Context: an optimization exercise on an open-source flow, tuned for small area, a short achievable clock period and few clock cycles per item. The choices shown serve that exercise and are no tape-out recipe.

Design oblv_ks, start of the top module:
module oblv_ks (
  input             clk,
  input             rst_n,
  input             cmd_valid,
  output            cmd_ready,
  input             cmd_op,        
  input      [15:0] cmd_len,
  input      [31:0] cmd_iv,
  input             din_valid,
  output            din_ready,
  input      [7:0]  din,
  output            dout_valid,
  input             dout_ready,
  output     [7:0]  dout,
  output     [31:0] iv_out
);
export LEC_CHECK = 0
export CAP_MARGIN = 20
export CELL_PAD_IN_SITES_DETAIL_PLACEMENT = 1
export CELL_PAD_IN_SITES_GLOBAL_PLACEMENT = 2
export CORE_MARGIN = 2
export CORE_UTILIZATION = 25
export PLACE_DENSITY = 0.32
export SLEW_MARGIN = 20
create_clock -name core_clock -period 9.0 [get_ports {clk}]
standard.sh (not shown) runs the stock make flow with config.mk's settings and CLKGATE_MAP_FILE= SYNTH_SCRIPT=/design/flow/synth_recipe.tcl, a recipe that flattens the netlist after the stock synthesis.
==> flow/flow/run.sh <==
#!/bin/bash
# The standard layout (standard.sh), with one change in synthesis: abc maps
# with flow/abc_nf.script. Registers and everything after synthesis are as
# in the standard flow.
set -euo pipefail
HERE=$(pwd)
cat flow/abc_wrap.tcl synth_recipe.tcl > my_synth.tcl
export MY_ABC_SCRIPT=$HERE/flow/abc_nf.script
sed "s#SYNTH_SCRIPT=[^ ]*#SYNTH_SCRIPT=$HERE/my_synth.tcl#" standard.sh > my_standard.sh
bash my_standard.sh "$@" > make_flow.log 2>&1
==> flow/flow/abc_nf.script <==
strash
&get -n
&fraig -x
&put
scorr
dc2
strash
&get -n
&dch -f
&nf
&put
buffer -c
topo
stime -c
upsize -c
dnsize -c
==> flow/flow/abc_wrap.tcl <==
# Put before synth_recipe.tcl: abc maps with flow/abc_nf.script (area-oriented
# &nf mapping) instead of the ORFS script; everything else is unchanged.
proc abc {args} {
  set i [lsearch -exact $args -script]
  if {$i >= 0} {
    set args [lreplace $args $i [expr {$i + 1}] -script $::env(MY_ABC_SCRIPT)]
  }
  yosys abc {*}$args
}
The first run produced a clean layout.
Rerun with:
==> flow/run.sh (new file) <==
#!/bin/bash
# synth_recipe.tcl (not shown) runs the flow's synth.tcl, then flattens the netlist and writes it again
# the make line also repeats each setting of config.mk as NAME=value (left out here)
make -C /OpenROAD-flow-scripts/flow DESIGN_CONFIG=/design/flow/config.mk WORK_HOME=/design/flow/orfs CLKGATE_MAP_FILE= SYNTH_SCRIPT=/design/flow/synth_recipe.tcl finish
removed: flow/flow/run.sh
removed: flow/flow/abc_nf.script
removed: flow/flow/abc_wrap.tcl
removed: flow/standard.sh
After rerunning: The new run went through all stages and came out clean; setup slack degrades by 1.3 ns; global-route usage rises by 1.2 points; area after synthesis increases by 34%; clock skew came out higher by 0.020 ns; clock-buffer cell count fell by 3.
Rerun with:
==> flow/flow/run.sh (new file) <==
#!/bin/bash
# The standard layout (standard.sh), with one change in synthesis: abc maps
# with flow/abc_nf.script. Registers and everything after synthesis are as
# in the standard flow.
set -euo pipefail
HERE=$(pwd)
cat flow/abc_wrap.tcl synth_recipe.tcl > my_synth.tcl
export MY_ABC_SCRIPT=$HERE/flow/abc_nf.script
sed "s#SYNTH_SCRIPT=[^ ]*#SYNTH_SCRIPT=$HERE/my_synth.tcl#" standard.sh > my_standard.sh
bash my_standard.sh "$@" > make_flow.log 2>&1
==> flow/flow/abc_nf.script (new file) <==
strash
&get -n
&fraig -x
&put
scorr
dc2
strash
&get -n
&dch -f
&nf
&put
buffer -c
topo
stime -c
upsize -c
dnsize -c
==> flow/flow/abc_wrap.tcl (new file) <==
# Put before synth_recipe.tcl: abc maps with flow/abc_nf.script (area-oriented
# &nf mapping) instead of the ORFS script; everything else is unchanged.
proc abc {args} {
  set i [lsearch -exact $args -script]
  if {$i >= 0} {
    set args [lreplace $args $i [expr {$i + 1}] -script $::env(MY_ABC_SCRIPT)]
  }
  yosys abc {*}$args
}
==> flow/standard.sh (new file) <==
#!/bin/bash
# synth_recipe.tcl (not shown) runs the flow's synth.tcl, then flattens the netlist and writes it again
# the make line also repeats each setting of config.mk as NAME=value (left out here)
make -C /OpenROAD-flow-scripts/flow DESIGN_CONFIG=/design/flow/config.mk WORK_HOME=/design/flow/orfs CLKGATE_MAP_FILE= SYNTH_SCRIPT=/design/flow/synth_recipe.tcl "${@:-finish}"
- SETUP_SLACK_MARGIN: not set -> 4
removed: flow/run.sh
After rerunning: Final cell count goes down by 21%. Setup slack gets better by 2.9 ns. Final area increases by 6.8%. Sequential cell count stays the same. Hold slack got worse by 0.0075 ns. Wire length shrinks by 24%.
No run of this note included a check of the RTL's function; only the layout flow was run.

[separate check: timing with driven ports]
Ports are ideal in the flow. The routed layouts listed here were re-timed in OpenROAD. Step 1 sets driving cells, clkbuf_16 on the clock port and buf_2 on the other inputs (assumed; they add their load-dependent delay and slew). Step 2 also shifts input and output timing later by t, the mid clock arrival at the registers, as if the neighbouring blocks saw the same clock. a / b / c = ideal / step 1 / step 2; a / b = the first two.
run	t (ns)	slack for setup (ns)	hold WS [ns]	worst register clock-pin slew, ns
the first run	0.750	1.495 / 1.495 / 1.495	0.429 / 0.429 / 0.429	0.07 / 0.07
the second run	0.762	0.243 / 0.243 / 0.243	0.423 / 0.423 / 0.423	0.08 / 0.08
the third run	0.756	3.138 / 3.138 / 3.138	0.416 / 0.416 / 0.416	0.07 / 0.07
After both steps setup and hold are still met in every run listed.
